Context: an optimization exercise on an open-source flow, tuned for small area, a short achievable clock period and few clock cycles. The choices shown serve that exercise and are no tape-out recipe.
The RTL of this run was laid out without a check of its function.
Power is estimated from default activity; no workload was simulated.

$ cat flow/run.sh
#!/bin/bash
# synth_recipe.tcl (not shown) runs the flow's synth.tcl, then flattens the netlist and writes it again
# the make line also repeats each setting of config.mk as NAME=value (left out here)
make -C /OpenROAD-flow-scripts/flow DESIGN_CONFIG=/design/flow/config.mk WORK_HOME=/design/flow/orfs CLKGATE_MAP_FILE= SYNTH_SCRIPT=/design/flow/synth_recipe.tcl finish
$ cat flow/config.mk
export PLATFORM = sky130hd
export DESIGN_NAME = sha256_core
export DESIGN_NICKNAME = sha256_core
export VERILOG_FILES = /design/flow/design.v
export SDC_FILE = /design/flow/constraint.sdc
export NUM_CORES = 4
export LEC_CHECK = 0
export CAP_MARGIN = 20
export CORE_MARGIN = 2
export CORE_UTILIZATION = 55
export CTS_BUF_LIST = sky130_fd_sc_hd__clkbuf_4
export SETUP_SLACK_MARGIN = 5
export SLEW_MARGIN = 20
$ cat flow/constraint.sdc
create_clock -name core_clock -period 10.0 [get_ports {clk}]
set_input_delay 2.0000 -clock core_clock [delete_from_list [all_inputs] [get_ports {clk}]]
set_output_delay 2.0000 -clock core_clock [all_outputs]
set_load 0.01 [all_outputs]
$ cat flow/design.v
module sha256_core (
    input  wire         clk,
    input  wire         rst,         
    input  wire         start,
    input  wire [13:0]  len,         
    output wire         ready,
    input  wire         in_valid,
    input  wire [31:0]  in_data,
    output wire         in_ready,
    output reg          done,
    output wire [255:0] digest
);
    reg [1:0]  ph;           
    reg        run, fin;     
    reg [5:0]  kt;           
    reg        cur_first;    
    reg        cur_last;     
    reg        nf;           
    reg [31:0] a, b, c, d, e, f, g, p;
    reg [31:0] w [0:15];
    reg [31:0] ra [0:3];     
    reg [31:0] re [0:3];     
    reg        busy;         
    reg        loading;      
    reg        pend;         
    reg        pend_first, pend_last;
    reg [13:0] mlen;
    reg [8:0]  blk, lastblk;
    reg        bfirst, blast;
    reg [12:0] hw_left;      
    reg        hw_nz, hw_one;
    reg [1:0]  rem;
    reg        p80;          
    reg [3:0]  j;            
    reg [3:0]  dsl;          
    reg [3:0]  sc;           
    integer i;
    reg [31:0] k_t;
    always @(*) begin
        case (kt)
            6'd0:  k_t = 32'h428a2f98; 6'd1:  k_t = 32'h71374491;
            6'd2:  k_t = 32'hb5c0fbcf; 6'd3:  k_t = 32'he9b5dba5;
            6'd4:  k_t = 32'h3956c25b; 6'd5:  k_t = 32'h59f111f1;
            6'd6:  k_t = 32'h923f82a4; 6'd7:  k_t = 32'hab1c5ed5;
            6'd8:  k_t = 32'hd807aa98; 6'd9:  k_t = 32'h12835b01;
            6'd10: k_t = 32'h243185be; 6'd11: k_t = 32'h550c7dc3;
            6'd12: k_t = 32'h72be5d74; 6'd13: k_t = 32'h80deb1fe;
            6'd14: k_t = 32'h9bdc06a7; 6'd15: k_t = 32'hc19bf174;
            6'd16: k_t = 32'he49b69c1; 6'd17: k_t = 32'hefbe4786;
            6'd18: k_t = 32'h0fc19dc6; 6'd19: k_t = 32'h240ca1cc;
            6'd20: k_t = 32'h2de92c6f; 6'd21: k_t = 32'h4a7484aa;
            6'd22: k_t = 32'h5cb0a9dc; 6'd23: k_t = 32'h76f988da;
            6'd24: k_t = 32'h983e5152; 6'd25: k_t = 32'ha831c66d;
            6'd26: k_t = 32'hb00327c8; 6'd27: k_t = 32'hbf597fc7;
            6'd28: k_t = 32'hc6e00bf3; 6'd29: k_t = 32'hd5a79147;
            6'd30: k_t = 32'h06ca6351; 6'd31: k_t = 32'h14292967;
            6'd32: k_t = 32'h27b70a85; 6'd33: k_t = 32'h2e1b2138;
            6'd34: k_t = 32'h4d2c6dfc; 6'd35: k_t = 32'h53380d13;
            6'd36: k_t = 32'h650a7354; 6'd37: k_t = 32'h766a0abb;
            6'd38: k_t = 32'h81c2c92e; 6'd39: k_t = 32'h92722c85;
            6'd40: k_t = 32'ha2bfe8a1; 6'd41: k_t = 32'ha81a664b;
            6'd42: k_t = 32'hc24b8b70; 6'd43: k_t = 32'hc76c51a3;
            6'd44: k_t = 32'hd192e819; 6'd45: k_t = 32'hd6990624;
            6'd46: k_t = 32'hf40e3585; 6'd47: k_t = 32'h106aa070;
            6'd48: k_t = 32'h19a4c116; 6'd49: k_t = 32'h1e376c08;
            6'd50: k_t = 32'h2748774c; 6'd51: k_t = 32'h34b0bcb5;
            6'd52: k_t = 32'h391c0cb3; 6'd53: k_t = 32'h4ed8aa4a;
            6'd54: k_t = 32'h5b9cca4f; 6'd55: k_t = 32'h682e6ff3;
            6'd56: k_t = 32'h748f82ee; 6'd57: k_t = 32'h78a5636f;
            6'd58: k_t = 32'h84c87814; 6'd59: k_t = 32'h8cc70208;
            6'd60: k_t = 32'h90befffa; 6'd61: k_t = 32'ha4506ceb;
            6'd62: k_t = 32'hbef9a3f7; default: k_t = 32'hc67178f2;
        endcase
    end
    reg [31:0] iva, ive, ive_n;
    always @(*) begin
        case (ph)
            2'd0: begin iva = 32'ha54ff53a; ive = 32'h5be0cd19; ive_n = 32'h1f83d9ab; end
            2'd1: begin iva = 32'h3c6ef372; ive = 32'h1f83d9ab; ive_n = 32'h9b05688c; end
            2'd2: begin iva = 32'hbb67ae85; ive = 32'h9b05688c; ive_n = 32'h510e527f; end
            default: begin iva = 32'h6a09e667; ive = 32'h510e527f; ive_n = 32'h5be0cd19; end
        endcase
    end
    wire acc      = start && !busy;
    wire aligned  = (dsl == 4'd0);
    wire load_wr  = loading && aligned && (!hw_nz || in_valid);
    wire blk_done = load_wr && (j == 4'd15);
    wire ld_ok    = !run || (kt == 6'd0) || (kt >= 6'd52);
    wire ld_go    = (ph == 2'd3) && (busy || acc) && !loading && !pend && ld_ok;
    assign ready    = !busy;
    assign in_ready = loading && aligned && hw_nz;
    wire part = hw_one && (rem != 2'd0);
    reg [31:0] pmask, pconst;
    always @(*) begin
        pmask  = 32'h00000000;
        pconst = 32'h00000000;
        if (hw_nz) begin
            if (part) begin
                case (rem)
                    2'd1:    begin pmask = 32'hff000000; pconst = 32'h00800000; end
                    2'd2:    begin pmask = 32'hffff0000; pconst = 32'h00008000; end
                    default: begin pmask = 32'hffffff00; pconst = 32'h00000080; end
                endcase
            end else begin
                pmask = 32'hffffffff;
            end
        end else if (!p80) begin
            pconst = 32'h80000000;
        end else if ((j == 4'd15) && blast) begin
            pconst = {15'd0, mlen, 3'b000};
        end
    end
    wire [31:0] pw = (in_data & pmask) | pconst;
    wire eng_can = (fin && (ph == 2'd3)) || (!run && !fin);
    wire go      = eng_can && (sc == 4'd15) && (pend || blk_done);
    reg  fprep;   
    wire [31:0] S1  = {e[5:0], e[31:6]} ^ {e[10:0], e[31:11]} ^ {e[24:0], e[31:25]};
    wire [31:0] ch  = (e & f) ^ (~e & g);
    wire [31:0] S0  = {a[1:0], a[31:2]} ^ {a[12:0], a[31:13]} ^ {a[21:0], a[31:22]};
    wire [31:0] maj = (a & b) ^ (a & c) ^ (b & c);
    wire [31:0] t1s = p ^ S1 ^ ch;
    wire [31:0] t1c = {((p[30:0] & S1[30:0]) | (p[30:0] & ch[30:0]) | (S1[30:0] & ch[30:0])), 1'b0};
    wire [31:0] es  = t1s ^ t1c ^ d;
    wire [31:0] ec  = {((t1s[30:0] & t1c[30:0]) | (t1s[30:0] & d[30:0]) | (t1c[30:0] & d[30:0])), 1'b0};
    wire [31:0] u1s = t1s ^ t1c ^ S0;
    wire [31:0] u1c = {((t1s[30:0] & t1c[30:0]) | (t1s[30:0] & S0[30:0]) | (t1c[30:0] & S0[30:0])), 1'b0};
    wire [31:0] u2s = u1s ^ u1c ^ maj;
    wire [31:0] u2c = {((u1s[30:0] & u1c[30:0]) | (u1s[30:0] & maj[30:0]) | (u1c[30:0] & maj[30:0])), 1'b0};
    wire [31:0] e_new, a_new;
    add32_sk u_adde (.x(es), .y(ec), .s(e_new));
    add32_sk u_adda (.x(u2s), .y(u2c), .s(a_new));
    wire [31:0] s0w   = {w[1][6:0], w[1][31:7]} ^ {w[1][17:0], w[1][31:18]} ^ (w[1] >> 3);
    wire [31:0] s1w   = {w[14][16:0], w[14][31:17]} ^ {w[14][18:0], w[14][31:19]} ^ (w[14] >> 10);
    wire [31:0] wn1s, wn1c, wn2s, wn2c, w_new;
    csa32 u_wc1 (.x(s1w), .y(w[9]), .z(s0w), .s(wn1s), .c(wn1c));
    csa32 u_wc2 (.x(wn1s), .y(wn1c), .z(w[0]), .s(wn2s), .c(wn2c));
    add32_sk u_addw (.x(wn2s), .y(wn2c), .s(w_new));
    wire [31:0] hsel_e = cur_first ? ive_n : re[1];
    wire [31:0] pcs, pcc, p_sum;
    csa32 u_pc (.x(g), .y(fprep ? hsel_e : k_t), .z(fprep ? 32'd0 : w[1]), .s(pcs), .c(pcc));
    add32_sk u_addp (.x(pcs), .y(pcc), .s(p_sum));
    wire [31:0] p_nxt  = (run || fin && (ph != 2'd3) || go) ? p_sum : g;
    wire [31:0] hsel_a = fin ? (cur_first ? iva : ra[0]) : 32'd0;
    wire [31:0] sum_a;
    add32_sk u_addf (.x(hsel_a), .y(d), .s(sum_a));
    assign digest = {ra[3], ra[2], ra[1], ra[0], re[3], re[2], re[1], re[0]};
    always @(posedge clk) begin
        a <= run ? a_new : (nf ? iva : sum_a);
        e <= run ? e_new : (nf ? ive : p);
        b <= a; c <= b; d <= c;
        f <= e; g <= f;
        p <= p_nxt;
        for (i = 0; i < 15; i = i + 1)
            w[i] <= w[i+1];
        w[15] <= load_wr ? pw : (run ? w_new : w[0]);
        for (i = 0; i < 3; i = i + 1) begin
            ra[i] <= ra[i+1];
            re[i] <= re[i+1];
        end
        ra[3] <= fin ? sum_a : ra[0];
        re[3] <= fin ? p : re[0];
        if (acc) begin
            mlen    <= len;
            hw_left <= ({1'b0, len} + 15'd3) >> 2;
            hw_nz   <= (len != 14'd0);
            hw_one  <= (len != 14'd0) && (len <= 14'd4);
            rem     <= len[1:0];
            p80     <= 1'b0;
            blk     <= 9'd0;
            bfirst  <= 1'b1;
            lastblk <= ({1'b0, len} + 15'd8) >> 6;
            blast   <= (len < 14'd56);
        end else if (load_wr) begin
            if (hw_nz) begin
                hw_left <= hw_left - 13'd1;
                hw_nz   <= (hw_left != 13'd1);
                hw_one  <= (hw_left == 13'd2);
                if (part) p80 <= 1'b1;
            end else begin
                p80 <= 1'b1;
            end
            if (j == 4'd15) begin
                blk    <= blk + 9'd1;
                bfirst <= 1'b0;
                blast  <= ((blk + 9'd1) == lastblk);
            end
        end
        if (blk_done) begin
            pend_first <= bfirst;
            pend_last  <= blast;
        end
        if (ld_go) begin
            j   <= 4'd0;
            dsl <= 4'd0;
        end else if (loading) begin
            if (load_wr) j <= j + 4'd1;
            else         dsl <= dsl + 4'd1;
        end
        if (go) begin
            cur_first <= pend ? pend_first : bfirst;
            cur_last  <= pend ? pend_last  : blast;
        end
        if (rst) begin
            ph      <= 2'd0;
            sc      <= 4'd0;
            run     <= 1'b0;
            fin     <= 1'b0;
            kt      <= 6'd63;
            nf      <= 1'b1;
            done    <= 1'b0;
            fprep   <= 1'b0;
            busy    <= 1'b0;
            loading <= 1'b0;
            pend    <= 1'b0;
        end else begin
            ph   <= ph + 2'd1;
            sc   <= ld_go ? 4'd0 : sc + 4'd1;
            done <= fin && (ph == 2'd3) && cur_last;
            fprep <= (run && ((kt == 6'd63) || (kt == 6'd0))) || (fin && !ph[1]);
            if (go) begin
                run <= 1'b1;
                fin <= 1'b0;
                kt  <= 6'd1;
            end else if (run) begin
                kt <= kt + 6'd1;
                if (kt == 6'd0) begin
                    run <= 1'b0;
                    fin <= 1'b1;
                    nf  <= cur_last;
                    kt  <= 6'd63;
                end
            end else begin
                kt <= (sc == 4'd14) ? 6'd0 : 6'd63;
                if (fin && (ph == 2'd3))
                    fin <= 1'b0;
            end
            if (acc)
                busy <= 1'b1;
            else if (blk_done && blast)
                busy <= 1'b0;
            if (ld_go)
                loading <= 1'b1;
            else if (blk_done)
                loading <= 1'b0;
            if (blk_done && !go)
                pend <= 1'b1;
            else if (go)
                pend <= 1'b0;
        end
    end
endmodule
module csa32 (
    input  wire [31:0] x, y, z,
    output wire [31:0] s, c
);
    assign s = x ^ y ^ z;
    assign c = {(x[30:0] & y[30:0]) | (x[30:0] & z[30:0]) | (y[30:0] & z[30:0]), 1'b0};
endmodule
module add32_sk (
    input  wire [31:0] x,
    input  wire [31:0] y,
    output wire [31:0] s
);
    wire [31:0] p0 = x ^ y;
    wire [31:0] g0 = x & y;
    wire g_0_1 = g0[1] | (p0[1] & g0[0]);
    wire p_0_1 = p0[1] & p0[0];
    wire g_0_3 = g0[3] | (p0[3] & g0[2]);
    wire p_0_3 = p0[3] & p0[2];
    wire g_0_5 = g0[5] | (p0[5] & g0[4]);
    wire p_0_5 = p0[5] & p0[4];
    wire g_0_7 = g0[7] | (p0[7] & g0[6]);
    wire p_0_7 = p0[7] & p0[6];
    wire g_0_9 = g0[9] | (p0[9] & g0[8]);
    wire p_0_9 = p0[9] & p0[8];
    wire g_0_11 = g0[11] | (p0[11] & g0[10]);
    wire p_0_11 = p0[11] & p0[10];
    wire g_0_13 = g0[13] | (p0[13] & g0[12]);
    wire p_0_13 = p0[13] & p0[12];
    wire g_0_15 = g0[15] | (p0[15] & g0[14]);
    wire p_0_15 = p0[15] & p0[14];
    wire g_0_17 = g0[17] | (p0[17] & g0[16]);
    wire p_0_17 = p0[17] & p0[16];
    wire g_0_19 = g0[19] | (p0[19] & g0[18]);
    wire p_0_19 = p0[19] & p0[18];
    wire g_0_21 = g0[21] | (p0[21] & g0[20]);
    wire p_0_21 = p0[21] & p0[20];
    wire g_0_23 = g0[23] | (p0[23] & g0[22]);
    wire p_0_23 = p0[23] & p0[22];
    wire g_0_25 = g0[25] | (p0[25] & g0[24]);
    wire p_0_25 = p0[25] & p0[24];
    wire g_0_27 = g0[27] | (p0[27] & g0[26]);
    wire p_0_27 = p0[27] & p0[26];
    wire g_0_29 = g0[29] | (p0[29] & g0[28]);
    wire p_0_29 = p0[29] & p0[28];
    wire g_0_31 = g0[31] | (p0[31] & g0[30]);
    wire p_0_31 = p0[31] & p0[30];
    wire g_1_2 = g0[2] | (p0[2] & g_0_1);
    wire p_1_2 = p0[2] & p_0_1;
    wire g_1_3 = g_0_3 | (p_0_3 & g_0_1);
    wire p_1_3 = p_0_3 & p_0_1;
    wire g_1_6 = g0[6] | (p0[6] & g_0_5);
    wire p_1_6 = p0[6] & p_0_5;
    wire g_1_7 = g_0_7 | (p_0_7 & g_0_5);
    wire p_1_7 = p_0_7 & p_0_5;
    wire g_1_10 = g0[10] | (p0[10] & g_0_9);
    wire p_1_10 = p0[10] & p_0_9;
    wire g_1_11 = g_0_11 | (p_0_11 & g_0_9);
    wire p_1_11 = p_0_11 & p_0_9;
    wire g_1_14 = g0[14] | (p0[14] & g_0_13);
    wire p_1_14 = p0[14] & p_0_13;
    wire g_1_15 = g_0_15 | (p_0_15 & g_0_13);
    wire p_1_15 = p_0_15 & p_0_13;
    wire g_1_18 = g0[18] | (p0[18] & g_0_17);
    wire p_1_18 = p0[18] & p_0_17;
    wire g_1_19 = g_0_19 | (p_0_19 & g_0_17);
    wire p_1_19 = p_0_19 & p_0_17;
    wire g_1_22 = g0[22] | (p0[22] & g_0_21);
    wire p_1_22 = p0[22] & p_0_21;
    wire g_1_23 = g_0_23 | (p_0_23 & g_0_21);
    wire p_1_23 = p_0_23 & p_0_21;
    wire g_1_26 = g0[26] | (p0[26] & g_0_25);
    wire p_1_26 = p0[26] & p_0_25;
    wire g_1_27 = g_0_27 | (p_0_27 & g_0_25);
    wire p_1_27 = p_0_27 & p_0_25;
    wire g_1_30 = g0[30] | (p0[30] & g_0_29);
    wire p_1_30 = p0[30] & p_0_29;
    wire g_1_31 = g_0_31 | (p_0_31 & g_0_29);
    wire p_1_31 = p_0_31 & p_0_29;
    wire g_2_4 = g0[4] | (p0[4] & g_1_3);
    wire p_2_4 = p0[4] & p_1_3;
    wire g_2_5 = g_0_5 | (p_0_5 & g_1_3);
    wire p_2_5 = p_0_5 & p_1_3;
    wire g_2_6 = g_1_6 | (p_1_6 & g_1_3);
    wire p_2_6 = p_1_6 & p_1_3;
    wire g_2_7 = g_1_7 | (p_1_7 & g_1_3);
    wire p_2_7 = p_1_7 & p_1_3;
    wire g_2_12 = g0[12] | (p0[12] & g_1_11);
    wire p_2_12 = p0[12] & p_1_11;
    wire g_2_13 = g_0_13 | (p_0_13 & g_1_11);
    wire p_2_13 = p_0_13 & p_1_11;
    wire g_2_14 = g_1_14 | (p_1_14 & g_1_11);
    wire p_2_14 = p_1_14 & p_1_11;
    wire g_2_15 = g_1_15 | (p_1_15 & g_1_11);
    wire p_2_15 = p_1_15 & p_1_11;
    wire g_2_20 = g0[20] | (p0[20] & g_1_19);
    wire p_2_20 = p0[20] & p_1_19;
    wire g_2_21 = g_0_21 | (p_0_21 & g_1_19);
    wire p_2_21 = p_0_21 & p_1_19;
    wire g_2_22 = g_1_22 | (p_1_22 & g_1_19);
    wire p_2_22 = p_1_22 & p_1_19;
    wire g_2_23 = g_1_23 | (p_1_23 & g_1_19);
    wire p_2_23 = p_1_23 & p_1_19;
    wire g_2_28 = g0[28] | (p0[28] & g_1_27);
    wire p_2_28 = p0[28] & p_1_27;
    wire g_2_29 = g_0_29 | (p_0_29 & g_1_27);
    wire p_2_29 = p_0_29 & p_1_27;
    wire g_2_30 = g_1_30 | (p_1_30 & g_1_27);
    wire p_2_30 = p_1_30 & p_1_27;
    wire g_2_31 = g_1_31 | (p_1_31 & g_1_27);
    wire p_2_31 = p_1_31 & p_1_27;
    wire g_3_8 = g0[8] | (p0[8] & g_2_7);
    wire p_3_8 = p0[8] & p_2_7;
    wire g_3_9 = g_0_9 | (p_0_9 & g_2_7);
    wire p_3_9 = p_0_9 & p_2_7;
    wire g_3_10 = g_1_10 | (p_1_10 & g_2_7);
    wire p_3_10 = p_1_10 & p_2_7;
    wire g_3_11 = g_1_11 | (p_1_11 & g_2_7);
    wire p_3_11 = p_1_11 & p_2_7;
    wire g_3_12 = g_2_12 | (p_2_12 & g_2_7);
    wire p_3_12 = p_2_12 & p_2_7;
    wire g_3_13 = g_2_13 | (p_2_13 & g_2_7);
    wire p_3_13 = p_2_13 & p_2_7;
    wire g_3_14 = g_2_14 | (p_2_14 & g_2_7);
    wire p_3_14 = p_2_14 & p_2_7;
    wire g_3_15 = g_2_15 | (p_2_15 & g_2_7);
    wire p_3_15 = p_2_15 & p_2_7;
    wire g_3_24 = g0[24] | (p0[24] & g_2_23);
    wire p_3_24 = p0[24] & p_2_23;
    wire g_3_25 = g_0_25 | (p_0_25 & g_2_23);
    wire p_3_25 = p_0_25 & p_2_23;
    wire g_3_26 = g_1_26 | (p_1_26 & g_2_23);
    wire p_3_26 = p_1_26 & p_2_23;
    wire g_3_27 = g_1_27 | (p_1_27 & g_2_23);
    wire p_3_27 = p_1_27 & p_2_23;
    wire g_3_28 = g_2_28 | (p_2_28 & g_2_23);
    wire p_3_28 = p_2_28 & p_2_23;
    wire g_3_29 = g_2_29 | (p_2_29 & g_2_23);
    wire p_3_29 = p_2_29 & p_2_23;
    wire g_3_30 = g_2_30 | (p_2_30 & g_2_23);
    wire p_3_30 = p_2_30 & p_2_23;
    wire g_3_31 = g_2_31 | (p_2_31 & g_2_23);
    wire p_3_31 = p_2_31 & p_2_23;
    wire g_4_16 = g0[16] | (p0[16] & g_3_15);
    wire p_4_16 = p0[16] & p_3_15;
    wire g_4_17 = g_0_17 | (p_0_17 & g_3_15);
    wire p_4_17 = p_0_17 & p_3_15;
    wire g_4_18 = g_1_18 | (p_1_18 & g_3_15);
    wire p_4_18 = p_1_18 & p_3_15;
    wire g_4_19 = g_1_19 | (p_1_19 & g_3_15);
    wire p_4_19 = p_1_19 & p_3_15;
    wire g_4_20 = g_2_20 | (p_2_20 & g_3_15);
    wire p_4_20 = p_2_20 & p_3_15;
    wire g_4_21 = g_2_21 | (p_2_21 & g_3_15);
    wire p_4_21 = p_2_21 & p_3_15;
    wire g_4_22 = g_2_22 | (p_2_22 & g_3_15);
    wire p_4_22 = p_2_22 & p_3_15;
    wire g_4_23 = g_2_23 | (p_2_23 & g_3_15);
    wire p_4_23 = p_2_23 & p_3_15;
    wire g_4_24 = g_3_24 | (p_3_24 & g_3_15);
    wire p_4_24 = p_3_24 & p_3_15;
    wire g_4_25 = g_3_25 | (p_3_25 & g_3_15);
    wire p_4_25 = p_3_25 & p_3_15;
    wire g_4_26 = g_3_26 | (p_3_26 & g_3_15);
    wire p_4_26 = p_3_26 & p_3_15;
    wire g_4_27 = g_3_27 | (p_3_27 & g_3_15);
    wire p_4_27 = p_3_27 & p_3_15;
    wire g_4_28 = g_3_28 | (p_3_28 & g_3_15);
    wire p_4_28 = p_3_28 & p_3_15;
    wire g_4_29 = g_3_29 | (p_3_29 & g_3_15);
    wire p_4_29 = p_3_29 & p_3_15;
    wire g_4_30 = g_3_30 | (p_3_30 & g_3_15);
    wire p_4_30 = p_3_30 & p_3_15;
    wire g_4_31 = g_3_31 | (p_3_31 & g_3_15);
    wire p_4_31 = p_3_31 & p_3_15;
    wire [31:0] cy = {g_4_30, g_4_29, g_4_28, g_4_27, g_4_26, g_4_25, g_4_24, g_4_23, g_4_22, g_4_21, g_4_20, g_4_19, g_4_18, g_4_17, g_4_16, g_3_15, g_3_14, g_3_13, g_3_12, g_3_11, g_3_10, g_3_9, g_3_8, g_2_7, g_2_6, g_2_5, g_2_4, g_1_3, g_1_2, g_0_1, g0[0], 1'b0};
    assign s = p0 ^ cy;
endmodule
module add32_bk (
    input  wire [31:0] x,
    input  wire [31:0] y,
    output wire [31:0] s
);
    wire [31:0] p0 = x ^ y;
    wire [31:0] g0 = x & y;
    wire g_0_1 = g0[1] | (p0[1] & g0[0]);
    wire p_0_1 = p0[1] & p0[0];
    wire g_0_3 = g0[3] | (p0[3] & g0[2]);
    wire p_0_3 = p0[3] & p0[2];
    wire g_0_5 = g0[5] | (p0[5] & g0[4]);
    wire p_0_5 = p0[5] & p0[4];
    wire g_0_7 = g0[7] | (p0[7] & g0[6]);
    wire p_0_7 = p0[7] & p0[6];
    wire g_0_9 = g0[9] | (p0[9] & g0[8]);
    wire p_0_9 = p0[9] & p0[8];
    wire g_0_11 = g0[11] | (p0[11] & g0[10]);
    wire p_0_11 = p0[11] & p0[10];
    wire g_0_13 = g0[13] | (p0[13] & g0[12]);
    wire p_0_13 = p0[13] & p0[12];
    wire g_0_15 = g0[15] | (p0[15] & g0[14]);
    wire p_0_15 = p0[15] & p0[14];
    wire g_0_17 = g0[17] | (p0[17] & g0[16]);
    wire p_0_17 = p0[17] & p0[16];
    wire g_0_19 = g0[19] | (p0[19] & g0[18]);
    wire p_0_19 = p0[19] & p0[18];
    wire g_0_21 = g0[21] | (p0[21] & g0[20]);
    wire p_0_21 = p0[21] & p0[20];
    wire g_0_23 = g0[23] | (p0[23] & g0[22]);
    wire p_0_23 = p0[23] & p0[22];
    wire g_0_25 = g0[25] | (p0[25] & g0[24]);
    wire p_0_25 = p0[25] & p0[24];
    wire g_0_27 = g0[27] | (p0[27] & g0[26]);
    wire p_0_27 = p0[27] & p0[26];
    wire g_0_29 = g0[29] | (p0[29] & g0[28]);
    wire p_0_29 = p0[29] & p0[28];
    wire g_0_31 = g0[31] | (p0[31] & g0[30]);
    wire p_0_31 = p0[31] & p0[30];
    wire g_1_3 = g_0_3 | (p_0_3 & g_0_1);
    wire p_1_3 = p_0_3 & p_0_1;
    wire g_1_7 = g_0_7 | (p_0_7 & g_0_5);
    wire p_1_7 = p_0_7 & p_0_5;
    wire g_1_11 = g_0_11 | (p_0_11 & g_0_9);
    wire p_1_11 = p_0_11 & p_0_9;
    wire g_1_15 = g_0_15 | (p_0_15 & g_0_13);
    wire p_1_15 = p_0_15 & p_0_13;
    wire g_1_19 = g_0_19 | (p_0_19 & g_0_17);
    wire p_1_19 = p_0_19 & p_0_17;
    wire g_1_23 = g_0_23 | (p_0_23 & g_0_21);
    wire p_1_23 = p_0_23 & p_0_21;
    wire g_1_27 = g_0_27 | (p_0_27 & g_0_25);
    wire p_1_27 = p_0_27 & p_0_25;
    wire g_1_31 = g_0_31 | (p_0_31 & g_0_29);
    wire p_1_31 = p_0_31 & p_0_29;
    wire g_2_7 = g_1_7 | (p_1_7 & g_1_3);
    wire p_2_7 = p_1_7 & p_1_3;
    wire g_2_15 = g_1_15 | (p_1_15 & g_1_11);
    wire p_2_15 = p_1_15 & p_1_11;
    wire g_2_23 = g_1_23 | (p_1_23 & g_1_19);
    wire p_2_23 = p_1_23 & p_1_19;
    wire g_2_31 = g_1_31 | (p_1_31 & g_1_27);
    wire p_2_31 = p_1_31 & p_1_27;
    wire g_3_15 = g_2_15 | (p_2_15 & g_2_7);
    wire p_3_15 = p_2_15 & p_2_7;
    wire g_3_31 = g_2_31 | (p_2_31 & g_2_23);
    wire p_3_31 = p_2_31 & p_2_23;
    wire g_4_31 = g_3_31 | (p_3_31 & g_3_15);
    wire p_4_31 = p_3_31 & p_3_15;
    wire g_5_23 = g_2_23 | (p_2_23 & g_3_15);
    wire p_5_23 = p_2_23 & p_3_15;
    wire g_6_11 = g_1_11 | (p_1_11 & g_2_7);
    wire p_6_11 = p_1_11 & p_2_7;
    wire g_6_19 = g_1_19 | (p_1_19 & g_3_15);
    wire p_6_19 = p_1_19 & p_3_15;
    wire g_6_27 = g_1_27 | (p_1_27 & g_5_23);
    wire p_6_27 = p_1_27 & p_5_23;
    wire g_7_5 = g_0_5 | (p_0_5 & g_1_3);
    wire p_7_5 = p_0_5 & p_1_3;
    wire g_7_9 = g_0_9 | (p_0_9 & g_2_7);
    wire p_7_9 = p_0_9 & p_2_7;
    wire g_7_13 = g_0_13 | (p_0_13 & g_6_11);
    wire p_7_13 = p_0_13 & p_6_11;
    wire g_7_17 = g_0_17 | (p_0_17 & g_3_15);
    wire p_7_17 = p_0_17 & p_3_15;
    wire g_7_21 = g_0_21 | (p_0_21 & g_6_19);
    wire p_7_21 = p_0_21 & p_6_19;
    wire g_7_25 = g_0_25 | (p_0_25 & g_5_23);
    wire p_7_25 = p_0_25 & p_5_23;
    wire g_7_29 = g_0_29 | (p_0_29 & g_6_27);
    wire p_7_29 = p_0_29 & p_6_27;
    wire g_8_2 = g0[2] | (p0[2] & g_0_1);
    wire p_8_2 = p0[2] & p_0_1;
    wire g_8_4 = g0[4] | (p0[4] & g_1_3);
    wire p_8_4 = p0[4] & p_1_3;
    wire g_8_6 = g0[6] | (p0[6] & g_7_5);
    wire p_8_6 = p0[6] & p_7_5;
    wire g_8_8 = g0[8] | (p0[8] & g_2_7);
    wire p_8_8 = p0[8] & p_2_7;
    wire g_8_10 = g0[10] | (p0[10] & g_7_9);
    wire p_8_10 = p0[10] & p_7_9;
    wire g_8_12 = g0[12] | (p0[12] & g_6_11);
    wire p_8_12 = p0[12] & p_6_11;
    wire g_8_14 = g0[14] | (p0[14] & g_7_13);
    wire p_8_14 = p0[14] & p_7_13;
    wire g_8_16 = g0[16] | (p0[16] & g_3_15);
    wire p_8_16 = p0[16] & p_3_15;
    wire g_8_18 = g0[18] | (p0[18] & g_7_17);
    wire p_8_18 = p0[18] & p_7_17;
    wire g_8_20 = g0[20] | (p0[20] & g_6_19);
    wire p_8_20 = p0[20] & p_6_19;
    wire g_8_22 = g0[22] | (p0[22] & g_7_21);
    wire p_8_22 = p0[22] & p_7_21;
    wire g_8_24 = g0[24] | (p0[24] & g_5_23);
    wire p_8_24 = p0[24] & p_5_23;
    wire g_8_26 = g0[26] | (p0[26] & g_7_25);
    wire p_8_26 = p0[26] & p_7_25;
    wire g_8_28 = g0[28] | (p0[28] & g_6_27);
    wire p_8_28 = p0[28] & p_6_27;
    wire g_8_30 = g0[30] | (p0[30] & g_7_29);
    wire p_8_30 = p0[30] & p_7_29;
    wire [31:0] cy = {g_8_30, g_7_29, g_8_28, g_6_27, g_8_26, g_7_25, g_8_24, g_5_23, g_8_22, g_7_21, g_8_20, g_6_19, g_8_18, g_7_17, g_8_16, g_3_15, g_8_14, g_7_13, g_8_12, g_6_11, g_8_10, g_7_9, g_8_8, g_2_7, g_8_6, g_7_5, g_8_4, g_1_3, g_8_2, g_0_1, g0[0], 1'b0};
    assign s = p0 ^ cy;
endmodule
module add32_ks (
    input  wire [31:0] x,
    input  wire [31:0] y,
    output wire [31:0] s
);
    wire [31:0] p0 = x ^ y;
    wire [31:0] g0 = x & y;
    wire g_0_1 = g0[1] | (p0[1] & g0[0]);
    wire p_0_1 = p0[1] & p0[0];
    wire g_0_2 = g0[2] | (p0[2] & g0[1]);
    wire p_0_2 = p0[2] & p0[1];
    wire g_0_3 = g0[3] | (p0[3] & g0[2]);
    wire p_0_3 = p0[3] & p0[2];
    wire g_0_4 = g0[4] | (p0[4] & g0[3]);
    wire p_0_4 = p0[4] & p0[3];
    wire g_0_5 = g0[5] | (p0[5] & g0[4]);
    wire p_0_5 = p0[5] & p0[4];
    wire g_0_6 = g0[6] | (p0[6] & g0[5]);
    wire p_0_6 = p0[6] & p0[5];
    wire g_0_7 = g0[7] | (p0[7] & g0[6]);
    wire p_0_7 = p0[7] & p0[6];
    wire g_0_8 = g0[8] | (p0[8] & g0[7]);
    wire p_0_8 = p0[8] & p0[7];
    wire g_0_9 = g0[9] | (p0[9] & g0[8]);
    wire p_0_9 = p0[9] & p0[8];
    wire g_0_10 = g0[10] | (p0[10] & g0[9]);
    wire p_0_10 = p0[10] & p0[9];
    wire g_0_11 = g0[11] | (p0[11] & g0[10]);
    wire p_0_11 = p0[11] & p0[10];
    wire g_0_12 = g0[12] | (p0[12] & g0[11]);
    wire p_0_12 = p0[12] & p0[11];
    wire g_0_13 = g0[13] | (p0[13] & g0[12]);
    wire p_0_13 = p0[13] & p0[12];
    wire g_0_14 = g0[14] | (p0[14] & g0[13]);
    wire p_0_14 = p0[14] & p0[13];
    wire g_0_15 = g0[15] | (p0[15] & g0[14]);
    wire p_0_15 = p0[15] & p0[14];
    wire g_0_16 = g0[16] | (p0[16] & g0[15]);
    wire p_0_16 = p0[16] & p0[15];
    wire g_0_17 = g0[17] | (p0[17] & g0[16]);
    wire p_0_17 = p0[17] & p0[16];
    wire g_0_18 = g0[18] | (p0[18] & g0[17]);
    wire p_0_18 = p0[18] & p0[17];
    wire g_0_19 = g0[19] | (p0[19] & g0[18]);
    wire p_0_19 = p0[19] & p0[18];
    wire g_0_20 = g0[20] | (p0[20] & g0[19]);
    wire p_0_20 = p0[20] & p0[19];
    wire g_0_21 = g0[21] | (p0[21] & g0[20]);
    wire p_0_21 = p0[21] & p0[20];
    wire g_0_22 = g0[22] | (p0[22] & g0[21]);
    wire p_0_22 = p0[22] & p0[21];
    wire g_0_23 = g0[23] | (p0[23] & g0[22]);
    wire p_0_23 = p0[23] & p0[22];
    wire g_0_24 = g0[24] | (p0[24] & g0[23]);
    wire p_0_24 = p0[24] & p0[23];
    wire g_0_25 = g0[25] | (p0[25] & g0[24]);
    wire p_0_25 = p0[25] & p0[24];
    wire g_0_26 = g0[26] | (p0[26] & g0[25]);
    wire p_0_26 = p0[26] & p0[25];
    wire g_0_27 = g0[27] | (p0[27] & g0[26]);
    wire p_0_27 = p0[27] & p0[26];
    wire g_0_28 = g0[28] | (p0[28] & g0[27]);
    wire p_0_28 = p0[28] & p0[27];
    wire g_0_29 = g0[29] | (p0[29] & g0[28]);
    wire p_0_29 = p0[29] & p0[28];
    wire g_0_30 = g0[30] | (p0[30] & g0[29]);
    wire p_0_30 = p0[30] & p0[29];
    wire g_0_31 = g0[31] | (p0[31] & g0[30]);
    wire p_0_31 = p0[31] & p0[30];
    wire g_1_2 = g_0_2 | (p_0_2 & g0[0]);
    wire p_1_2 = p_0_2 & p0[0];
    wire g_1_3 = g_0_3 | (p_0_3 & g_0_1);
    wire p_1_3 = p_0_3 & p_0_1;
    wire g_1_4 = g_0_4 | (p_0_4 & g_0_2);
    wire p_1_4 = p_0_4 & p_0_2;
    wire g_1_5 = g_0_5 | (p_0_5 & g_0_3);
    wire p_1_5 = p_0_5 & p_0_3;
    wire g_1_6 = g_0_6 | (p_0_6 & g_0_4);
    wire p_1_6 = p_0_6 & p_0_4;
    wire g_1_7 = g_0_7 | (p_0_7 & g_0_5);
    wire p_1_7 = p_0_7 & p_0_5;
    wire g_1_8 = g_0_8 | (p_0_8 & g_0_6);
    wire p_1_8 = p_0_8 & p_0_6;
    wire g_1_9 = g_0_9 | (p_0_9 & g_0_7);
    wire p_1_9 = p_0_9 & p_0_7;
    wire g_1_10 = g_0_10 | (p_0_10 & g_0_8);
    wire p_1_10 = p_0_10 & p_0_8;
    wire g_1_11 = g_0_11 | (p_0_11 & g_0_9);
    wire p_1_11 = p_0_11 & p_0_9;
    wire g_1_12 = g_0_12 | (p_0_12 & g_0_10);
    wire p_1_12 = p_0_12 & p_0_10;
    wire g_1_13 = g_0_13 | (p_0_13 & g_0_11);
    wire p_1_13 = p_0_13 & p_0_11;
    wire g_1_14 = g_0_14 | (p_0_14 & g_0_12);
    wire p_1_14 = p_0_14 & p_0_12;
    wire g_1_15 = g_0_15 | (p_0_15 & g_0_13);
    wire p_1_15 = p_0_15 & p_0_13;
    wire g_1_16 = g_0_16 | (p_0_16 & g_0_14);
    wire p_1_16 = p_0_16 & p_0_14;
    wire g_1_17 = g_0_17 | (p_0_17 & g_0_15);
    wire p_1_17 = p_0_17 & p_0_15;
    wire g_1_18 = g_0_18 | (p_0_18 & g_0_16);
    wire p_1_18 = p_0_18 & p_0_16;
    wire g_1_19 = g_0_19 | (p_0_19 & g_0_17);
    wire p_1_19 = p_0_19 & p_0_17;
    wire g_1_20 = g_0_20 | (p_0_20 & g_0_18);
    wire p_1_20 = p_0_20 & p_0_18;
    wire g_1_21 = g_0_21 | (p_0_21 & g_0_19);
    wire p_1_21 = p_0_21 & p_0_19;
    wire g_1_22 = g_0_22 | (p_0_22 & g_0_20);
    wire p_1_22 = p_0_22 & p_0_20;
    wire g_1_23 = g_0_23 | (p_0_23 & g_0_21);
    wire p_1_23 = p_0_23 & p_0_21;
    wire g_1_24 = g_0_24 | (p_0_24 & g_0_22);
    wire p_1_24 = p_0_24 & p_0_22;
    wire g_1_25 = g_0_25 | (p_0_25 & g_0_23);
    wire p_1_25 = p_0_25 & p_0_23;
    wire g_1_26 = g_0_26 | (p_0_26 & g_0_24);
    wire p_1_26 = p_0_26 & p_0_24;
    wire g_1_27 = g_0_27 | (p_0_27 & g_0_25);
    wire p_1_27 = p_0_27 & p_0_25;
    wire g_1_28 = g_0_28 | (p_0_28 & g_0_26);
    wire p_1_28 = p_0_28 & p_0_26;
    wire g_1_29 = g_0_29 | (p_0_29 & g_0_27);
    wire p_1_29 = p_0_29 & p_0_27;
    wire g_1_30 = g_0_30 | (p_0_30 & g_0_28);
    wire p_1_30 = p_0_30 & p_0_28;
    wire g_1_31 = g_0_31 | (p_0_31 & g_0_29);
    wire p_1_31 = p_0_31 & p_0_29;
    wire g_2_4 = g_1_4 | (p_1_4 & g0[0]);
    wire p_2_4 = p_1_4 & p0[0];
    wire g_2_5 = g_1_5 | (p_1_5 & g_0_1);
    wire p_2_5 = p_1_5 & p_0_1;
    wire g_2_6 = g_1_6 | (p_1_6 & g_1_2);
    wire p_2_6 = p_1_6 & p_1_2;
    wire g_2_7 = g_1_7 | (p_1_7 & g_1_3);
    wire p_2_7 = p_1_7 & p_1_3;
    wire g_2_8 = g_1_8 | (p_1_8 & g_1_4);
    wire p_2_8 = p_1_8 & p_1_4;
    wire g_2_9 = g_1_9 | (p_1_9 & g_1_5);
    wire p_2_9 = p_1_9 & p_1_5;
    wire g_2_10 = g_1_10 | (p_1_10 & g_1_6);
    wire p_2_10 = p_1_10 & p_1_6;
    wire g_2_11 = g_1_11 | (p_1_11 & g_1_7);
    wire p_2_11 = p_1_11 & p_1_7;
    wire g_2_12 = g_1_12 | (p_1_12 & g_1_8);
    wire p_2_12 = p_1_12 & p_1_8;
    wire g_2_13 = g_1_13 | (p_1_13 & g_1_9);
    wire p_2_13 = p_1_13 & p_1_9;
    wire g_2_14 = g_1_14 | (p_1_14 & g_1_10);
    wire p_2_14 = p_1_14 & p_1_10;
    wire g_2_15 = g_1_15 | (p_1_15 & g_1_11);
    wire p_2_15 = p_1_15 & p_1_11;
    wire g_2_16 = g_1_16 | (p_1_16 & g_1_12);
    wire p_2_16 = p_1_16 & p_1_12;
    wire g_2_17 = g_1_17 | (p_1_17 & g_1_13);
    wire p_2_17 = p_1_17 & p_1_13;
    wire g_2_18 = g_1_18 | (p_1_18 & g_1_14);
    wire p_2_18 = p_1_18 & p_1_14;
    wire g_2_19 = g_1_19 | (p_1_19 & g_1_15);
    wire p_2_19 = p_1_19 & p_1_15;
    wire g_2_20 = g_1_20 | (p_1_20 & g_1_16);
    wire p_2_20 = p_1_20 & p_1_16;
    wire g_2_21 = g_1_21 | (p_1_21 & g_1_17);
    wire p_2_21 = p_1_21 & p_1_17;
    wire g_2_22 = g_1_22 | (p_1_22 & g_1_18);
    wire p_2_22 = p_1_22 & p_1_18;
    wire g_2_23 = g_1_23 | (p_1_23 & g_1_19);
    wire p_2_23 = p_1_23 & p_1_19;
    wire g_2_24 = g_1_24 | (p_1_24 & g_1_20);
    wire p_2_24 = p_1_24 & p_1_20;
    wire g_2_25 = g_1_25 | (p_1_25 & g_1_21);
    wire p_2_25 = p_1_25 & p_1_21;
    wire g_2_26 = g_1_26 | (p_1_26 & g_1_22);
    wire p_2_26 = p_1_26 & p_1_22;
    wire g_2_27 = g_1_27 | (p_1_27 & g_1_23);
    wire p_2_27 = p_1_27 & p_1_23;
    wire g_2_28 = g_1_28 | (p_1_28 & g_1_24);
    wire p_2_28 = p_1_28 & p_1_24;
    wire g_2_29 = g_1_29 | (p_1_29 & g_1_25);
    wire p_2_29 = p_1_29 & p_1_25;
    wire g_2_30 = g_1_30 | (p_1_30 & g_1_26);
    wire p_2_30 = p_1_30 & p_1_26;
    wire g_2_31 = g_1_31 | (p_1_31 & g_1_27);
    wire p_2_31 = p_1_31 & p_1_27;
    wire g_3_8 = g_2_8 | (p_2_8 & g0[0]);
    wire p_3_8 = p_2_8 & p0[0];
    wire g_3_9 = g_2_9 | (p_2_9 & g_0_1);
    wire p_3_9 = p_2_9 & p_0_1;
    wire g_3_10 = g_2_10 | (p_2_10 & g_1_2);
    wire p_3_10 = p_2_10 & p_1_2;
    wire g_3_11 = g_2_11 | (p_2_11 & g_1_3);
    wire p_3_11 = p_2_11 & p_1_3;
    wire g_3_12 = g_2_12 | (p_2_12 & g_2_4);
    wire p_3_12 = p_2_12 & p_2_4;
    wire g_3_13 = g_2_13 | (p_2_13 & g_2_5);
    wire p_3_13 = p_2_13 & p_2_5;
    wire g_3_14 = g_2_14 | (p_2_14 & g_2_6);
    wire p_3_14 = p_2_14 & p_2_6;
    wire g_3_15 = g_2_15 | (p_2_15 & g_2_7);
    wire p_3_15 = p_2_15 & p_2_7;
    wire g_3_16 = g_2_16 | (p_2_16 & g_2_8);
    wire p_3_16 = p_2_16 & p_2_8;
    wire g_3_17 = g_2_17 | (p_2_17 & g_2_9);
    wire p_3_17 = p_2_17 & p_2_9;
    wire g_3_18 = g_2_18 | (p_2_18 & g_2_10);
    wire p_3_18 = p_2_18 & p_2_10;
    wire g_3_19 = g_2_19 | (p_2_19 & g_2_11);
    wire p_3_19 = p_2_19 & p_2_11;
    wire g_3_20 = g_2_20 | (p_2_20 & g_2_12);
    wire p_3_20 = p_2_20 & p_2_12;
    wire g_3_21 = g_2_21 | (p_2_21 & g_2_13);
    wire p_3_21 = p_2_21 & p_2_13;
    wire g_3_22 = g_2_22 | (p_2_22 & g_2_14);
    wire p_3_22 = p_2_22 & p_2_14;
    wire g_3_23 = g_2_23 | (p_2_23 & g_2_15);
    wire p_3_23 = p_2_23 & p_2_15;
    wire g_3_24 = g_2_24 | (p_2_24 & g_2_16);
    wire p_3_24 = p_2_24 & p_2_16;
    wire g_3_25 = g_2_25 | (p_2_25 & g_2_17);
    wire p_3_25 = p_2_25 & p_2_17;
    wire g_3_26 = g_2_26 | (p_2_26 & g_2_18);
    wire p_3_26 = p_2_26 & p_2_18;
    wire g_3_27 = g_2_27 | (p_2_27 & g_2_19);
    wire p_3_27 = p_2_27 & p_2_19;
    wire g_3_28 = g_2_28 | (p_2_28 & g_2_20);
    wire p_3_28 = p_2_28 & p_2_20;
    wire g_3_29 = g_2_29 | (p_2_29 & g_2_21);
    wire p_3_29 = p_2_29 & p_2_21;
    wire g_3_30 = g_2_30 | (p_2_30 & g_2_22);
    wire p_3_30 = p_2_30 & p_2_22;
    wire g_3_31 = g_2_31 | (p_2_31 & g_2_23);
    wire p_3_31 = p_2_31 & p_2_23;
    wire g_4_16 = g_3_16 | (p_3_16 & g0[0]);
    wire p_4_16 = p_3_16 & p0[0];
    wire g_4_17 = g_3_17 | (p_3_17 & g_0_1);
    wire p_4_17 = p_3_17 & p_0_1;
    wire g_4_18 = g_3_18 | (p_3_18 & g_1_2);
    wire p_4_18 = p_3_18 & p_1_2;
    wire g_4_19 = g_3_19 | (p_3_19 & g_1_3);
    wire p_4_19 = p_3_19 & p_1_3;
    wire g_4_20 = g_3_20 | (p_3_20 & g_2_4);
    wire p_4_20 = p_3_20 & p_2_4;
    wire g_4_21 = g_3_21 | (p_3_21 & g_2_5);
    wire p_4_21 = p_3_21 & p_2_5;
    wire g_4_22 = g_3_22 | (p_3_22 & g_2_6);
    wire p_4_22 = p_3_22 & p_2_6;
    wire g_4_23 = g_3_23 | (p_3_23 & g_2_7);
    wire p_4_23 = p_3_23 & p_2_7;
    wire g_4_24 = g_3_24 | (p_3_24 & g_3_8);
    wire p_4_24 = p_3_24 & p_3_8;
    wire g_4_25 = g_3_25 | (p_3_25 & g_3_9);
    wire p_4_25 = p_3_25 & p_3_9;
    wire g_4_26 = g_3_26 | (p_3_26 & g_3_10);
    wire p_4_26 = p_3_26 & p_3_10;
    wire g_4_27 = g_3_27 | (p_3_27 & g_3_11);
    wire p_4_27 = p_3_27 & p_3_11;
    wire g_4_28 = g_3_28 | (p_3_28 & g_3_12);
    wire p_4_28 = p_3_28 & p_3_12;
    wire g_4_29 = g_3_29 | (p_3_29 & g_3_13);
    wire p_4_29 = p_3_29 & p_3_13;
    wire g_4_30 = g_3_30 | (p_3_30 & g_3_14);
    wire p_4_30 = p_3_30 & p_3_14;
    wire g_4_31 = g_3_31 | (p_3_31 & g_3_15);
    wire p_4_31 = p_3_31 & p_3_15;
    wire [31:0] cy = {g_4_30, g_4_29, g_4_28, g_4_27, g_4_26, g_4_25, g_4_24, g_4_23, g_4_22, g_4_21, g_4_20, g_4_19, g_4_18, g_4_17, g_4_16, g_3_15, g_3_14, g_3_13, g_3_12, g_3_11, g_3_10, g_3_9, g_3_8, g_2_7, g_2_6, g_2_5, g_2_4, g_1_3, g_1_2, g_0_1, g0[0], 1'b0};
    assign s = p0 ^ cy;
endmodule
==> impl_results.md <==
* Status: timing/DRC/antenna clean
* Pleak at 22.9 nW
* TritonCTS clock tree: built
* GRT Overall Usage at 0.321
* CP top delay family: compound AO/OA/AOI/OAI gates
* Mean Syn Cell Area at around 11 µm²
* Pwr/cell area at 256 nW/µm²
* Stages on worst setup path at 22
* Total power at roughly 14 mW
* Worst setup startpoint: kt[0]
* Reg2reg end: p[31]
* Post-synth top area cell: dfxtp_1
* Initial antenna violation count at 6
* Die height at 290 µm
* Final ANT Viol Nets at 0
* Mapped Cells at roughly 4100
* Iter 0 DRT Violations at roughly 2700
* Clock Tree Root: clkbuf_4
* Arr. time, crit path at roughly 6 ns
* Dpl hpwl at ~100000 µm
* Max H-tree Level at 5
* CP peak stage delay at between 0.4 and 0.5 ns
* Yosys warnings at 7
* Final WS setup at a little under 5 ns
* Worst Reg2Reg Path Length in Cells at 22
* First-pass GRT wire length at around 200000 µm
* I/O pin cnt at 309
* Die Area at 84100 µm²
* Fmax at ~200 MHz
* Clock Tree Buf Depth at 4
* Tmin final at between 5 and 6 ns
* Remaining Overflow, GRT at 0
* Critical Path RT at approximately 11 ns
* Worst hold endpoint: w[10][3]
* Buf/Inv on CP at 4
* Commonest non-fill, non-tap cell in the layout: dfxtp_1
* Num CTS Buffers at a little under 300
* WHS at roughly 0.29 ns
* Final hold vios at 0
* Worst Min Path Start: w[11][3]
* Largest net degree at the start of global routing at 80
* R2R setup slack at 4.94 ns
* Clk pin slew, worst setup/hold paths at roughly 0.070 ns
* Post-synth net total at roughly 4500
* RD Place Congestion at just under 1
* Synthesized cell area at 45000 µm²
* Top cells by area, synth: dfxtp_1 (47%), fa_1 (9.8%), xnor2_1 (5.9%)
* DR WL/cell at approximately 23 µm
* Clk Latency, worst-skew pair at roughly 1.2 ns
* # DRC at 0
* Setup tns final at 0 ns
* Fin util at 0.673
* EDFF count, synth at 43
* Yosys cell types at 87
* Crit path top cell by count: buf_12
* Sequential fraction of the synthesis area at 0.502
* Max VDD drop at 0.229 mV
* Worst-margin pin slew at ~1.2 ns
* DR pass1 iterations at 8
* Buffers added on ports at just over 300
* #FFs+latches synth at about 1100
* Tcrit/Tclk final at 0.506
* Critical Path, Cell by Cell: buf_12 -> clkinvlp_4 -> buf_12 -> ha_4 -> nor2_4 -> a21oi_1 -> a211oi_2 -> a311oi_1 -> nor4_1 -> a31oi_1 -> fa_1 -> ha_1 -> o211a_1 -> or3_4 -> nor4b_2 -> a22oi_2 -> buf_6 -> o31ai_4 -> a211o_1 -> o31ai_2 -> mux2i_1 -> xnor2_1
* Setup violators final at 0
* Final Net Count at approximately 5000
* Design area at 54400 µm²
* Hold Path Class: reg -> reg
* Via/cell ratio at around 5.6
* Critical Path End Type: flip-flop
* Area Overhead vs Synth at 20.8%
* Most frequent cells in the layout: dfxtp_1 (1029), clkbuf_4 (415), clkdlybuf4s50_1 (308)
* Via count at ~33000
* Dpl cells at 5323
* Critical path startpoint category: flip-flop
* RSZ-0062 raised after global routing: yes
* MaxCap Viol Count at 0
* Worst slack, placed at about 3.7 ns
* Hold Path Depth at 0
* Top cell type's share of synthesized area at 0.473
* Critical Path Fanout Max at 6
* Asr flop ratio synth at 0
* Clock Sinks at approximately 1100
* Die X at 290 µm
* Placed inst area at between 40000 and 50000 µm²
* Core area at 80800 µm²
* Slew HR at 0.161
* Vias in the first global route at about 32000
* CP max stage cell: nor4_1
* Slew Limit Fails at 0
* Worst Setup Path Type: reg -> reg
* Filler cell count at ~6500
* Layout Skew at around 0.1 ns
* Non-filler cells, final at just under 6000
* Synth Flop Type: dfxtp_1
* Starting Density at 0.557
* Share of layout cells above drive strength 1 at 0.171
* Routed wire length at about 140000 µm
* Reg2Reg Launch Point: kt[0]
* # rows at 104
==> cell type report <==
type                    count  area, µm²  share of cell area
diodes                      6       15.0            0.000276
clock buffers             415       3120              0.0573
clock inverters            53        369             0.00679
inverters                 243        930              0.0171
multi-input cells        2570      21800               0.401
flip-flops and latches   1106      22600               0.417
well taps                1060       1330              0.0244
repair buffers            416       4140              0.0761
repair inverters            2       12.5            0.000230
==> how the worst max path moves through the flow <==
| stage | slack (ns) | end |
|---|---|---|
| floorplan | 5.02 | p[31] |
| global placement | 3.78 | p[31] |
| detailed placement | 3.66 | p[31] |
| CTS | 4.92 | p[31] |
| global route | 4.79 | p[31] |
| finish | 4.94 | p[31] |
==> metal layers <==
layer  wire length [µm]  track usage  share of wire
met1              56500        0.420           0.41
met2              63000        0.510           0.46
met3              10900       0.0698          0.080
met4               5960        0.146          0.044
met5                  0            0              0
==> synthesized netlist by cell type (all sizes together) (40+ instances only) <==
| master | n |
|---|---|
| a211oi | 40 |
| a21o | 80 |
| a21oi | 231 |
| a31oi | 41 |
| clkbuf | 119 |
| dfxtp | 1063 |
| edfxtp | 43 |
| fa | 220 |
| ha | 193 |
| inv | 241 |
| mux2 | 61 |
| mux2i | 56 |
| nand2 | 250 |
| nand3 | 51 |
| nor2 | 217 |
| nor2b | 45 |
| nor3 | 41 |
| o21ai | 222 |
| xnor2 | 305 |
| xor2 | 143 |
==> registers in the layout, summed over array words and instances, names as in the netlist, 2 cells and up <==
| name | count |
|---|---|
| a | 32 |
| b | 32 |
| blk | 9 |
| c | 32 |
| d | 32 |
| dsl | 4 |
| e | 32 |
| f | 32 |
| g | 32 |
| hw_left | 13 |
| j | 4 |
| kt | 6 |
| lastblk | 9 |
| mlen | 14 |
| p | 32 |
| ph | 2 |
| ra | 128 |
| re | 128 |
| sc | 4 |
| w | 512 |
==> what timing repair did <==
| action | 4_1_cts | 5_1_grt |
|---|---|---|
| resized for setup | 139 | 121 |
| cloned | 5 | 1 |
| setup buffers | 48 | 19 |
| endpoints found under the setup margin | 44 | 36 |
| hold buffers | 0 | 0 |
| pin swaps | 26 | 56 |
==> kinds of logic (layout without fill, tap and decap cells) <==
family / after synthesis / after routing / share of synthesized area
other: 0 / 6 / 0
multiplexers: 123 / 123 / 0.0307
flip-flops: 1106 / 1106 / 0.502
AND/OR/NAND/NOR: 746 / 746 / 0.0765
buffers and inverters: 389 / 1129 / 0.0326
XOR/XNOR: 448 / 448 / 0.0872
AO/OA/AOI/OAI: 822 / 822 / 0.116
adder cells (fa/ha/maj): 431 / 431 / 0.156
==> report_power, final <==
part / internal [mW] / switching (mW) / total [mW]
logic: 2.35 / 2.80 / 5.15
clock network: 2.05 / 1.75 / 3.79
registers: 4.69 / 0.272 / 4.96

-- re-timing with driven ports --
In the flow no input, the clock included, has a driving cell. The finished layout below was timed again as built, in two steps. Step 1 assumes that a clkbuf_16 drives the clock port and a buf_2 every other input. Step 2, shift: input delay + t, output delay - t, t = (earliest + latest rising clock arrival at the registers) / 2. This alone moves slack from input paths to output paths. Slacks: no drivers / after step 1 / after step 2; pairs: no drivers / after step 1.
shift t [ns]: 1.188
setup WS [ns]: 4.940 / 4.940 / 4.744
latest minus earliest clock arrival (ns): 0.110 / 0.111
After both steps setup and hold are still met in this run. For this run, drivers alone change the setup slack by 0.000 ns; drivers and shift together by -0.196 ns.
